Source: an optimization exercise on an open RTL-to-GDS flow (aim: small area, a short achievable clock period and few clock cycles per item). Production flows keep margins and buffers that such runs may drop. The RTL was checked by simulation tests, not by an equivalence proof against the original design.

==> run a <==
// r4_butterfly
module r4_butterfly (
    input  wire        clk,
    input  wire        rst,
    input  wire        in_valid,
    output wire        in_ready,
    input  wire [1:0]  in_kind,
    input  wire        in_dir,
    input  wire [31:0] in_a,
    input  wire [31:0] in_b,
    input  wire [31:0] in_c,
    input  wire [31:0] in_d,
    input  wire [31:0] in_w1,
    input  wire [31:0] in_w2,
    input  wire [31:0] in_w3,
    output reg         out_valid,
    output reg  [31:0] out_o0,
    output reg  [31:0] out_o1,
    output reg  [31:0] out_o2,
    output reg  [31:0] out_o3
);
    assign in_ready = 1'b1;
    wire is_s1 = (in_kind == 2'd0);
    wire [16:0] tpx, tpy, tqx, tqy, trx, try_, tsx, tsy;
    r4_addsub_sat #(.SUB(0)) u_px (.a(in_a[15:0]),  .c(in_c[15:0]),  .pre(is_s1), .t(tpx));
    r4_addsub_sat #(.SUB(0)) u_py (.a(in_a[31:16]), .c(in_c[31:16]), .pre(is_s1), .t(tpy));
    r4_addsub_sat #(.SUB(1)) u_qx (.a(in_a[15:0]),  .c(in_c[15:0]),  .pre(is_s1), .t(tqx));
    r4_addsub_sat #(.SUB(1)) u_qy (.a(in_a[31:16]), .c(in_c[31:16]), .pre(is_s1), .t(tqy));
    r4_addsub_sat #(.SUB(0)) u_rx (.a(in_b[15:0]),  .c(in_d[15:0]),  .pre(is_s1), .t(trx));
    r4_addsub_sat #(.SUB(0)) u_ry (.a(in_b[31:16]), .c(in_d[31:16]), .pre(is_s1), .t(try_));
    r4_addsub_sat #(.SUB(1)) u_sx (.a(in_b[15:0]),  .c(in_d[15:0]),  .pre(is_s1), .t(tsx));
    r4_addsub_sat #(.SUB(1)) u_sy (.a(in_b[31:16]), .c(in_d[31:16]), .pre(is_s1), .t(tsy));
    reg        s1_valid;
    reg [1:0]  s1_kind;
    reg        s1_dir;
    reg [16:0] s1_tpx, s1_tpy, s1_tqx, s1_tqy, s1_trx, s1_try, s1_tsx, s1_tsy;
    reg [31:0] s1_w1, s1_w2, s1_w3;
    always @(posedge clk) begin
        if (rst)
            s1_valid <= 1'b0;
        else
            s1_valid <= in_valid;
        s1_kind <= in_kind;
        s1_dir  <= in_dir;
        s1_tpx <= tpx; s1_tpy <= tpy; s1_tqx <= tqx; s1_tqy <= tqy;
        s1_trx <= trx; s1_try <= try_; s1_tsx <= tsx; s1_tsy <= tsy;
        s1_w1 <= in_w1;
        s1_w2 <= in_w2;
        s1_w3 <= in_w3;
    end
    wire is2_s1 = (s1_kind == 2'd0);
    wire is2_s2 = (s1_kind == 2'd1);
    wire halve  = !is2_s1;    
    wire dir    = s1_dir;
    wire pass   = s1_kind[1];  
    wire [15:0] s1_px, s1_py, s1_qx, s1_qy, s1_rx, s1_ry, s1_sx, s1_sy;
    r4_sat     u_spx (.t(s1_tpx), .y(s1_px));
    r4_sat     u_spy (.t(s1_tpy), .y(s1_py));
  ...
==> module r4_addsub_sat, before the edit <==
module r4_addsub_sat #(
    parameter SUB = 0
) (
    input  wire [15:0] a,
    input  wire [15:0] c,
    input  wire        pre,
    output wire [16:0] t
);
    wire [15:0] cb = SUB ? ~c : c;
    wire [2:0]  lo = {1'b0, a[1:0]} + {1'b0, cb[1:0]} + SUB;
    wire        hi_ci = pre ? SUB[0] : lo[2];
    wire [15:0] hi2 = {a[15], a[15:2], 1'b1} + {cb[15], cb[15:2], hi_ci};
    wire [14:0] hi  = hi2[15:1];
    assign t = pre ? {{2{hi[14]}}, hi} : {hi, lo[1:0]};
endmodule
export LEC_CHECK = 0
export CAP_MARGIN = 20
export CORE_MARGIN = 2
export CORE_UTILIZATION = 55
export PLACE_DENSITY = 0.62
export SLEW_MARGIN = 20
create_clock -name core_clock -period 12.0 [get_ports {clk}]
standard.sh (not shown) runs the stock make flow with config.mk's settings and CLKGATE_MAP_FILE= SYNTH_SCRIPT=/design/flow/synth_recipe.tcl, a recipe that flattens the netlist after the stock synthesis.
==> flow/flow/run.sh <==
#!/bin/bash
# The standard layout (standard.sh: the standard flow's synthesis and ORFS flow), with timing
# repair aiming for more setup slack than the default, and without gate cloning.
set -euo pipefail
bash standard.sh SETUP_SLACK_MARGIN=7.5 SKIP_GATE_CLONING=1 finish > orfs_flow.log 2>&1
==> run b (differences from run a) <==
--- a/flow/design.v
+++ b/flow/design.v
@@ -20,10 +20,32 @@
     output wire [16:0] t
 );
-    wire [15:0] cb = SUB ? ~c : c;
-    wire [2:0]  lo = {1'b0, a[1:0]} + {1'b0, cb[1:0]} + SUB;
-    wire        hi_ci = pre ? SUB[0] : lo[2];
-    wire [15:0] hi2 = {a[15], a[15:2], 1'b1} + {cb[15], cb[15:2], hi_ci};
-    wire [14:0] hi  = hi2[15:1];
-    assign t = pre ? {{2{hi[14]}}, hi} : {hi, lo[1:0]};
+    localparam W = 17;
+    localparam L = 5;
+    wire [W-1:0] x  = {a[15], a};
+    wire [W-1:0] z  = SUB ? ~{c[15], c} : {c[15], c};
+    wire [W-1:0] p0 = x ^ z;
+    wire [W-1:0] g0 = x & z;
+    wire [W-1:0] gm = {g0[W-1:2], pre ? SUB[0] : g0[1], g0[0]};
+    wire [W-1:0] pm = {p0[W-1:2], pre ? 1'b0   : p0[1], p0[0]};
+    wire [W-1:0] gg [0:L];
+    wire [W-1:0] pp [0:L];
+    assign gg[0] = gm;
+    assign pp[0] = pm;
+    genvar l, i;
+    generate for (l = 0; l < L; l = l + 1) begin : lvl
+        for (i = 0; i < W; i = i + 1) begin : bit_
+            if (((i >> l) & 1) == 1) begin : comb
+                localparam integer J = ((i >> l) << l) - 1;
+                assign gg[l+1][i] = gg[l][i] | (pp[l][i] & gg[l][J]);
+                assign pp[l+1][i] = pp[l][i] & pp[l][J];
+            end else begin : keep
+                assign gg[l+1][i] = gg[l][i];
+                assign pp[l+1][i] = pp[l][i];
+            end
+        end
+    end endgenerate
+    wire [W:0] cy = {gg[L] | (pp[L] & {W{SUB[0]}}), SUB[0]};
+    wire [16:0] s = p0 ^ cy[W-1:0];
+    assign t = pre ? {{2{s[16]}}, s[16:2]} : s;
 endmodule
 module r4_sat (
==> flow/flow/run.sh (replaced) <==
#!/bin/bash
# The standard layout (standard.sh: the standard flow's synthesis and ORFS flow), with
#  - timing repair aiming for more setup slack than the default,
#  - no gate cloning,
#  - port buffers of type buf_2 (resized later by repair like any other cell).
set -euo pipefail
bash standard.sh SETUP_SLACK_MARGIN=7.5 SKIP_GATE_CLONING=1 \
  "BUFFER_PORTS_ARGS=-buffer_cell sky130_fd_sc_hd__buf_2" finish > orfs_flow.log 2>&1
Settings changed: CORE_UTILIZATION 55 to 62, PLACE_DENSITY 0.62 to 0.68.
==> run c (differences from run a) <==
==> flow/flow/run.sh (replaced) <==
#!/bin/bash
# The standard layout (standard.sh: the standard flow's synthesis and ORFS flow), with
#  - timing repair aiming for more setup slack than the default,
#  - no gate cloning,
#  - port buffers of type buf_2 (resized later by repair like any other cell).
set -euo pipefail
bash standard.sh SETUP_SLACK_MARGIN=7.5 SKIP_GATE_CLONING=1 \
  "BUFFER_PORTS_ARGS=-buffer_cell sky130_fd_sc_hd__buf_2" finish > orfs_flow.log 2>&1
Settings changed: CORE_UTILIZATION 55 to 62, PLACE_DENSITY 0.62 to 0.68.
==> results_dict.tcl <==
set metrics [dict create \
    status "finished clean" \
    met2_usage_pct 56.7 \
    final_cells 15500 \
    vias 96800 \
    areaGrowthSynthToFinish_pct 12.6 \
    dp_hpwl_um 257000 \
    cp-startpoint "in_a[16]" \
    post-place-ws_ns 5.18 \
    cp.required_ns 12.72 \
    clkLatencyLatePin_ns 0.84 \
    crit_path_max_fanout 3 \
]
-- figures above: run a

==> results_dict.tcl <==
set metrics [dict create \
    status "finished clean" \
    vias 96500 \
    crit_path_max_fanout 4 \
    dp_hpwl_um 245000 \
    clkLatencyLatePin_ns 0.82 \
    cp-startpoint "in_a[0]" \
    post-place-ws_ns 6.33 \
    final_cells 14900 \
]
-- figures above: run b

==> results_dict.tcl <==
set metrics [dict create \
    status "finished clean" \
    cp.required_ns 12.61 \
    post-place-ws_ns 5.72 \
    met2_usage_pct 64.3 \
    final_cells 15200 \
    grt_overflow 0 \
    cp-startpoint "s1_tsx[16]" \
    areaGrowthSynthToFinish_pct 10.7 \
    crit_path_max_fanout 16 \
    vias 99000 \
    clkLatencyLatePin_ns 0.82 \
    dp_hpwl_um 252000 \
    max_clock_freq_mhz 219 \
]
-- figures above: run c

Testbench counts of run a, summed over its fixed seeds: cycles 4,128, items 4,096.
Testbench counts of run b, summed over its fixed seeds: cycles 4,128, items 4,096.
Testbench counts of run c, summed over its fixed seeds: cycles 4,128, items 4,096.

re-timing with driven ports:
The results above use ideal ports. As a check the final layouts listed here were re-extracted and re-timed, cells and wires unchanged. Step 1: set_driving_cell puts a clkbuf_16 on clk and a buf_2 on each other input, an assumption about the parent block. Step 2 moves the port delays by t, midway between the first and last clock arrival at a register: inputs arrive t later, outputs are due t later. That takes back most of the time a late clock gives input paths. Slacks: ideal / step 1 / step 2; pairs: ideal / step 1.
| run | t, ns | slack for setup (ns) | worst hold slack (ns) | pins driven straight from the clock port |
|---|---|---|---|---|
| run a | 0.902 | 7.490 / 7.532 / 6.639 | 0.324 / 0.324 / 0.324 | 1 |
| run b | 0.883 | 7.486 / 7.482 / 6.599 | 0.311 / 0.311 / 0.311 | 1 |
| run c | 0.873 | 7.439 / 7.439 / 6.664 | 0.311 / 0.311 / 0.311 | 1 |
After both steps every run listed still meets setup and hold. The setup slack of run b, which loses most, moves by -0.004 ns with the drivers and by -0.887 ns with both steps.
